This design comes from an exercise in tuning for small area, a short achievable clock period and few clock cycles on the open sky130 flow, not from production work.
At most, simulation tests tie the RTL to the original design; equivalence was not proved.
Power is estimated from default activity; no workload was simulated.

## vm16_core
module vm16_core (
    input  wire        clk,
    input  wire        rst,         
    output reg         mem_req,
    output reg         mem_we,
    output reg  [15:0] mem_addr,
    output wire [15:0] mem_wdata,
    input  wire [15:0] mem_rdata,
    input  wire        mem_ready,
    input  wire        in_valid,
    input  wire [7:0]  in_data,
    output reg         in_ready,
    output reg         out_valid,
    output reg  [7:0]  out_data,
    input  wire        out_ready,
    output wire        halted
);
    localparam [15:0] RESET_PC = 16'h3000;
    localparam [2:0] F_POS = 3'b001, F_ZRO = 3'b010, F_NEG = 3'b100;
    localparam [3:0] OP_BR   = 4'h0, OP_ADD = 4'h1, OP_LD  = 4'h2, OP_ST   = 4'h3,
                     OP_JSR  = 4'h4, OP_AND = 4'h5, OP_LDR = 4'h6, OP_STR  = 4'h7,
                     OP_RTI  = 4'h8, OP_NOT = 4'h9, OP_LDI = 4'hA, OP_STI  = 4'hB,
                     OP_JMP  = 4'hC, OP_RES = 4'hD, OP_LEA = 4'hE, OP_TRAP = 4'hF;
    localparam [3:0] S_FETCH   = 4'd0,   
                     S_RUN     = 4'd1,   
                     S_IND     = 4'd2,   
                     S_STR_RD  = 4'd3,   
                     S_STR_LO  = 4'd4,   
                     S_STR_HI  = 4'd5,   
                     S_IN_SP   = 4'd6,   
                     S_IN_WAIT = 4'd7,   
                     S_IN_ECHO = 4'd8,   
                     S_H_A     = 4'd9,   
                     S_H_L     = 4'd10,  
                     S_H_T     = 4'd11,  
                     S_H_NL    = 4'd12,  
                     S_HALTED  = 4'd13;
    reg [15:0] regs [0:7];
    reg [15:0] pc;        
    reg [2:0]  cond;
    reg [3:0]  state;
    reg [15:0] ir;        
    reg        putsp;
    reg [15:0] opa, opb;
    reg        d_ea;      
    reg        d_pcrel;   
    reg        d_br;      
    reg        d_opa;     
    reg        d_jsr;     
    wire [3:0]  opcode = ir[15:12];
    wire [2:0]  dr     = ir[11:9];
    wire [15:0] off6   = {{10{ir[5]}},  ir[5:0]};
    wire [15:0] off9   = {{7{ir[8]}},   ir[8:0]};
    wire [15:0] off11  = {{5{ir[10]}},  ir[10:0]};
    wire [7:0]  vector = ir[7:0];
    wire run = (state == S_RUN);
    wire op_st   = opcode == OP_ST;
    wire op_str  = opcode == OP_STR;
    wire op_ldi  = opcode == OP_LDI;
  ...
clock: 8.0 ns
lec_check: 0
abc_clock_period_in_ps: 4000
cap_margin: 20
core_margin: 2
core_utilization: 40
setup_slack_margin: 3.6
slew_margin: 20
tns_end_percent: 0
run.sh (not shown) runs the stock make flow with config.mk's settings and CLKGATE_MAP_FILE= SYNTH_SCRIPT=/design/flow/synth_recipe.tcl, a recipe that flattens the netlist after the stock synthesis.
The starting point produced a clean layout.
Testbench counts at the start, summed over its fixed seeds: cycles 151,879.
Change:
- ABC_CLOCK_PERIOD_IN_PS: 4000 -> 3500
- SETUP_SLACK_MARGIN: 3.6 -> 4.0
Clock power hardly moves.
Via count barely changes.
Power rose slightly.
Clock skew drops by 0.0053 ns.
Non-clock buffer count falls by 3.
Final area drops slightly.
Global-route usage barely changes.
Synthesized area does not change.
Worst setup slack got worse by 0.12 ns.
Cell count stays flat.
Change:
- ABC_CLOCK_PERIOD_IN_PS: 3500 -> 4000
- SETUP_SLACK_MARGIN: 4.0 -> 3.3
- TNS_END_PERCENT: 0 -> 20
Outcome: Setup slack is better by 0.12 ns; global-route usage grows by 0.34 points; total power goes up by 0.49%.
Change:
- SETUP_SLACK_MARGIN: 3.3 -> 3.6
- TNS_END_PERCENT: 20 -> unset
The changed run went through all stages and came out clean.
Global-route usage climbs by 1.2 points.
Clock-buffer cell count does not change.
Synthesized area stays the same.
Worst setup slack improved by 0.058 ns.
Die area is unchanged.
Sequential share of layout area fell by 2.4 points.
Clock power is about the same.
Design area rose by 8.4%.
Clock skew climbs by 0.0036 ns.

vm16_core, a different RTL version from the one above (not shown whole).
Size: about 210 flip-flops, ~0.016 mm2 of cells after synthesis.
==> flow/config.mk <==
export PLATFORM = sky130hd
export DESIGN_NAME = vm16_core
export DESIGN_NICKNAME = vm16_core
export VERILOG_FILES = /design/flow/design.v
export SDC_FILE = /design/flow/constraint.sdc
export NUM_CORES = 4
export LEC_CHECK = 0
export ABC_AREA = 1
export CAP_MARGIN = 20
export CORE_MARGIN = 2
export CORE_UTILIZATION = 40
export CTS_BUF_LIST = sky130_fd_sc_hd__clkbuf_4 sky130_fd_sc_hd__clkbuf_8
export SETUP_SLACK_MARGIN = 4.0
export SLEW_MARGIN = 20
export TNS_END_PERCENT = 0
==> flow/constraint.sdc <==
create_clock -name core_clock -period 8.0 [get_ports {clk}]
set_input_delay 1.6000 -clock core_clock [delete_from_list [all_inputs] [get_ports {clk}]]
set_output_delay 1.6000 -clock core_clock [all_outputs]
set_load 0.01 [all_outputs]
standard.sh (not shown) runs the stock make flow with config.mk's settings and CLKGATE_MAP_FILE= SYNTH_SCRIPT=/design/flow/synth_recipe.tcl, a recipe that flattens the netlist after the stock synthesis.
==> flow/flow/run.sh <==
#!/bin/bash
# The standard layout (the standard.sh, unchanged synthesis), with the
# input and output ports buffered by buf_2 cells rather than the placer's
# default pick.  Each tool's output goes to its own log in this folder.
export BUFFER_PORTS_ARGS="-buffer_cell sky130_fd_sc_hd__buf_2"
bash standard.sh > standard.log 2>&1
status=$?
tail -5 standard.log
exit $status
The baseline finished with timing, DRC and antenna clean.
Rerun with:
- CTS_BUF_LIST: sky130_fd_sc_hd__clkbuf_4 sky130_fd_sc_hd__clkbuf_8 -> not set
- CTS_CLUSTER_DIAMETER: not set -> 100
- CTS_CLUSTER_SIZE: not set -> 18
- SETUP_SLACK_MARGIN: 4.0 -> 4.4
Result: The changed run finished clean. Power fell by 2.6%. Maximum frequency rose by 4.0%. Setup slack improves by 160 ps. Sequential cell count stays the same. Count of clock-buffer cells in the layout fell by 28. Final cell count fell by 1.2%.
Rerun with:
- CTS_CLUSTER_DIAMETER: 100 -> 110
- CTS_CLUSTER_SIZE: 18 -> 22
- SETUP_SLACK_MARGIN: 4.4 -> 4.0
- The changed run went through all stages and came out clean
- design area came out lower by 3.9%
- non-clock buffer count came out lower by 21
- register-to-register slack loses 260 ps
- power came out lower by 4.1%
- core utilization came out lower by 1.9 points
- fmax came out lower by 5.1%
- worst setup slack loses 210 ps
- count of clock-buffer cells in the layout came out lower by 3
- cell count came out lower by 0.89%
- via count came out lower by 2.0%
- sequential share of layout area came out higher by 1.3 points
No run of this note included a check of the RTL's function; only the layout flow was run.

==> separate check: timing with driven ports <==
No port has a modelled driver above. Below, the same layouts with a new extraction and two added sets of constraints. Step 1 sets driving cells, clkbuf_16 on the clock port and buf_2 on the other inputs (assumed; they add their load-dependent delay and slew). Step 2 moves the port delays by t, midway between the first and last clock arrival at a register: inputs arrive t later, outputs are due t later. That takes back most of the time a late clock gives input paths. a / b / c = no drivers / after step 1 / after step 2; a / b = the first two.
| run | shift t [ns] | slack for setup (ns) | worst slew at a driven data input, ns |
|---|---|---|---|
| the first run of note 1 | 0.611 | 2.973 / 2.920 / 2.436 | 0.08 |
| the second run of note 1 | 0.617 | 2.852 / 2.800 / 2.452 | 0.07 |
| the third run of note 1 | 0.613 | 2.968 / 2.915 / 2.475 | 0.08 |
| the fourth run of note 1 | 0.615 | 3.026 / 2.972 / 3.214 | 0.08 |
| the first run of note 2 | 0.657 | 3.935 / 3.938 / 3.307 | 0.05 |
| the second run of note 2 | 0.583 | 4.091 / 4.086 / 3.548 | 0.06 |
| the third run of note 2 | 0.576 | 3.880 / 3.853 / 3.337 | 0.05 |
After both steps every run listed still meets setup and hold. The setup slack of the first run of note 2, which loses most, moves by +0.003 ns with the drivers and by -0.628 ns with both steps.
